This is an optimization exercise on Yosys and OpenROAD, whose aim is small area, not a production implementation. In this exercise RTL edits were held to simulation tests only and were not proved equivalent to the original. Power is estimated from default activity; no workload was simulated.

Setup of wip/pepper:
==> flow/design.v (excerpt) <==
module zacwire_rx (
    input  wire        clk,
    input  wire        rst,
    input  wire [1:0]  cfg_profile,    
    input  wire [15:0] cfg_rate,       
    input  wire        ev_valid,
    input  wire [32:0] ev_word,
    input  wire        cmd_valid,
    input  wire [66:0] cmd_word,
    output wire        cmd_ready,
    output reg         rsp_valid,
    output wire [34:0] rsp_word
);
clock: 20.0 ns
lec_check: 0
cap_margin: 20
core_margin: 2
core_utilization: 60
place_density: 0.75
slew_margin: 20
buffer_ports_args: -buffer_cell sky130_fd_sc_hd__buf_1
cts_args: -sink_clustering_enable -repair_clock_nets -dont_use_dummy_load -buf_list sky130_fd_sc_hd__clkbuf_8 -sink_clustering_size 16 -sink_clustering_max_diameter 50
standard.sh (not shown) runs the stock make flow with config.mk's settings and CLKGATE_MAP_FILE= SYNTH_SCRIPT=/design/flow/synth_recipe.tcl, a recipe that flattens the netlist after the stock synthesis.
==> flow/flow/run.sh <==
#!/bin/bash
# Standard ORFS layout (the standard.sh, standard synthesis unchanged), with
# the port buffers made of the smallest buffer cell and a clock tree of
# smaller buffers without dummy loads.
set -euo pipefail
echo 'export BUFFER_PORTS_ARGS = -buffer_cell sky130_fd_sc_hd__buf_1' >> config.mk
echo 'export CTS_ARGS = -sink_clustering_enable -repair_clock_nets -dont_use_dummy_load -buf_list sky130_fd_sc_hd__clkbuf_8 -sink_clustering_size 16 -sink_clustering_max_diameter 50' >> config.mk
bash standard.sh finish > standard_flow.log 2>&1
diff inputs: wip/pepper => wip/ember
# wip/pepper
export LEC_CHECK = 0
export CAP_MARGIN = 20
export CORE_MARGIN = 2
export CORE_UTILIZATION = 60
export PLACE_DENSITY = 0.75
export SLEW_MARGIN = 20
export BUFFER_PORTS_ARGS = -buffer_cell sky130_fd_sc_hd__buf_1
export CTS_ARGS = -sink_clustering_enable -repair_clock_nets -dont_use_dummy_load -buf_list sky130_fd_sc_hd__clkbuf_8 -sink_clustering_size 16 -sink_clustering_max_diameter 50
create_clock -name core_clock -period 20.0 [get_ports {clk}]
# wip/ember
export LEC_CHECK = 0
export CAP_MARGIN = 20
export CORE_MARGIN = 2
export CORE_UTILIZATION = 40
export PLACE_DENSITY = 0.6
export SLEW_MARGIN = 20
export BUFFER_PORTS_ARGS = -buffer_cell sky130_fd_sc_hd__buf_1
export CTS_ARGS = -sink_clustering_enable -repair_clock_nets -dont_use_dummy_load -buf_list sky130_fd_sc_hd__clkbuf_8 -sink_clustering_size 20 -sink_clustering_max_diameter 60
create_clock -name core_clock -period 20.0 [get_ports {clk}]
==> flow/flow/run.sh <==
#!/bin/bash
# Standard ORFS layout (the standard.sh, standard synthesis unchanged), with
# the port buffers made of the smallest buffer cell and a clock tree of
# smaller buffers without dummy loads.
set -euo pipefail
echo 'export BUFFER_PORTS_ARGS = -buffer_cell sky130_fd_sc_hd__buf_1' >> config.mk
echo 'export CTS_ARGS = -sink_clustering_enable -repair_clock_nets -dont_use_dummy_load -buf_list sky130_fd_sc_hd__clkbuf_8 -sink_clustering_size 20 -sink_clustering_max_diameter 60' >> config.mk
bash standard.sh finish > standard_flow.log 2>&1
Findings:
- Measured against wip/ember, the count of placed standard cells in the final layout, fillers left out of wip/pepper comes out at 0.920 times the reference value.
- In wip/ember, combinational cell fraction of total power is higher than in wip/pepper.
- Between wip/ember and wip/pepper, the number of max-slew violations in the final report figures differ only marginally.
- wip/ember leaves less setup margin than wip/pepper.
diff inputs: wip/ember => wip/sierra
# wip/ember
export LEC_CHECK = 0
export CAP_MARGIN = 20
export CORE_MARGIN = 2
export CORE_UTILIZATION = 40
export PLACE_DENSITY = 0.6
export SLEW_MARGIN = 20
export BUFFER_PORTS_ARGS = -buffer_cell sky130_fd_sc_hd__buf_1
export CTS_ARGS = -sink_clustering_enable -repair_clock_nets -dont_use_dummy_load -buf_list sky130_fd_sc_hd__clkbuf_8 -sink_clustering_size 20 -sink_clustering_max_diameter 60
create_clock -name core_clock -period 20.0 [get_ports {clk}]
# wip/sierra
export LEC_CHECK = 0
export CAP_MARGIN = 20
export CORE_MARGIN = 2
export CORE_UTILIZATION = 55
export GPL_TIMING_DRIVEN = 0
export PLACE_DENSITY = 0.7
export SLEW_MARGIN = 20
export BUFFER_PORTS_ARGS = -buffer_cell sky130_fd_sc_hd__buf_1
export CTS_ARGS = -sink_clustering_enable -repair_clock_nets -dont_use_dummy_load -buf_list sky130_fd_sc_hd__clkbuf_8 -sink_clustering_size 16 -sink_clustering_max_diameter 50
create_clock -name core_clock -period 20.0 [get_ports {clk}]
==> flow/flow/run.sh <==
#!/bin/bash
# Standard ORFS layout (the standard.sh, standard synthesis unchanged), with
# the port buffers made of the smallest buffer cell and a clock tree of
# smaller buffers without dummy loads.
set -euo pipefail
echo 'export BUFFER_PORTS_ARGS = -buffer_cell sky130_fd_sc_hd__buf_1' >> config.mk
echo 'export CTS_ARGS = -sink_clustering_enable -repair_clock_nets -dont_use_dummy_load -buf_list sky130_fd_sc_hd__clkbuf_8 -sink_clustering_size 16 -sink_clustering_max_diameter 50' >> config.mk
bash standard.sh finish > standard_flow.log 2>&1
--- outcome ---
Diff wip/ember..wip/sierra | cell count after synthesis | unchanged. Sort wip/sierra and wip/ember by final-layout fill cell count, ascending, and wip/sierra comes first. wip/sierra: done, clean on timing, DRC and antenna. Comparing wip/sierra with wip/ember, the total cell area at the placement stage came out essentially unchanged. Against wip/ember, cell row count in wip/sierra fell by more than 10%. Looking at routed wire length, wip/sierra sits 1.8% lower than wip/ember does. wip/ember → wip/sierra: layout cell share with drive strength beyond 1 fell by 0.25 points, worst voltage drop across the vdd grid now sits lower, smallest setup slack after layout fell 900 ps, post-route cell area ~0 delta. Run comparison: wip/ember top layer used by detailed routing met4; wip/sierra top layer used by detailed routing met5.

-- re-timing with driven ports --
No port has a modelled driver above. Below, the same layouts with a new extraction and two added sets of constraints. Step 1, drivers: a clkbuf_16 drives clk and a buf_2 each remaining input, both assumed. Step 2 moves the port delays by t, midway between the first and last clock arrival at a register: inputs arrive t later, outputs are due t later. That takes back most of the time a late clock gives input paths. Slacks: ideal ports / drivers / drivers and shift; pairs: ideal ports / drivers.
run | shift t [ns] | setup WS [ns] | worst setup path after step 2 | clock arrival spread, ns | cell pins on the clock port's net
wip/pepper | 0.636 | 10.175 / 10.179 / 9.543 | input to register | 0.121 / 0.122 | 1
wip/ember | 0.638 | 10.087 / 10.113 / 9.475 | input to register | 0.132 / 0.131 | 1
wip/sierra | 0.640 | 9.186 / 9.212 / 8.572 | input to register | 0.072 / 0.072 | 1
After both steps setup and hold are still met in every run listed. For wip/pepper, which loses most, drivers alone change the setup slack by +0.004 ns; drivers and shift together by -0.632 ns.
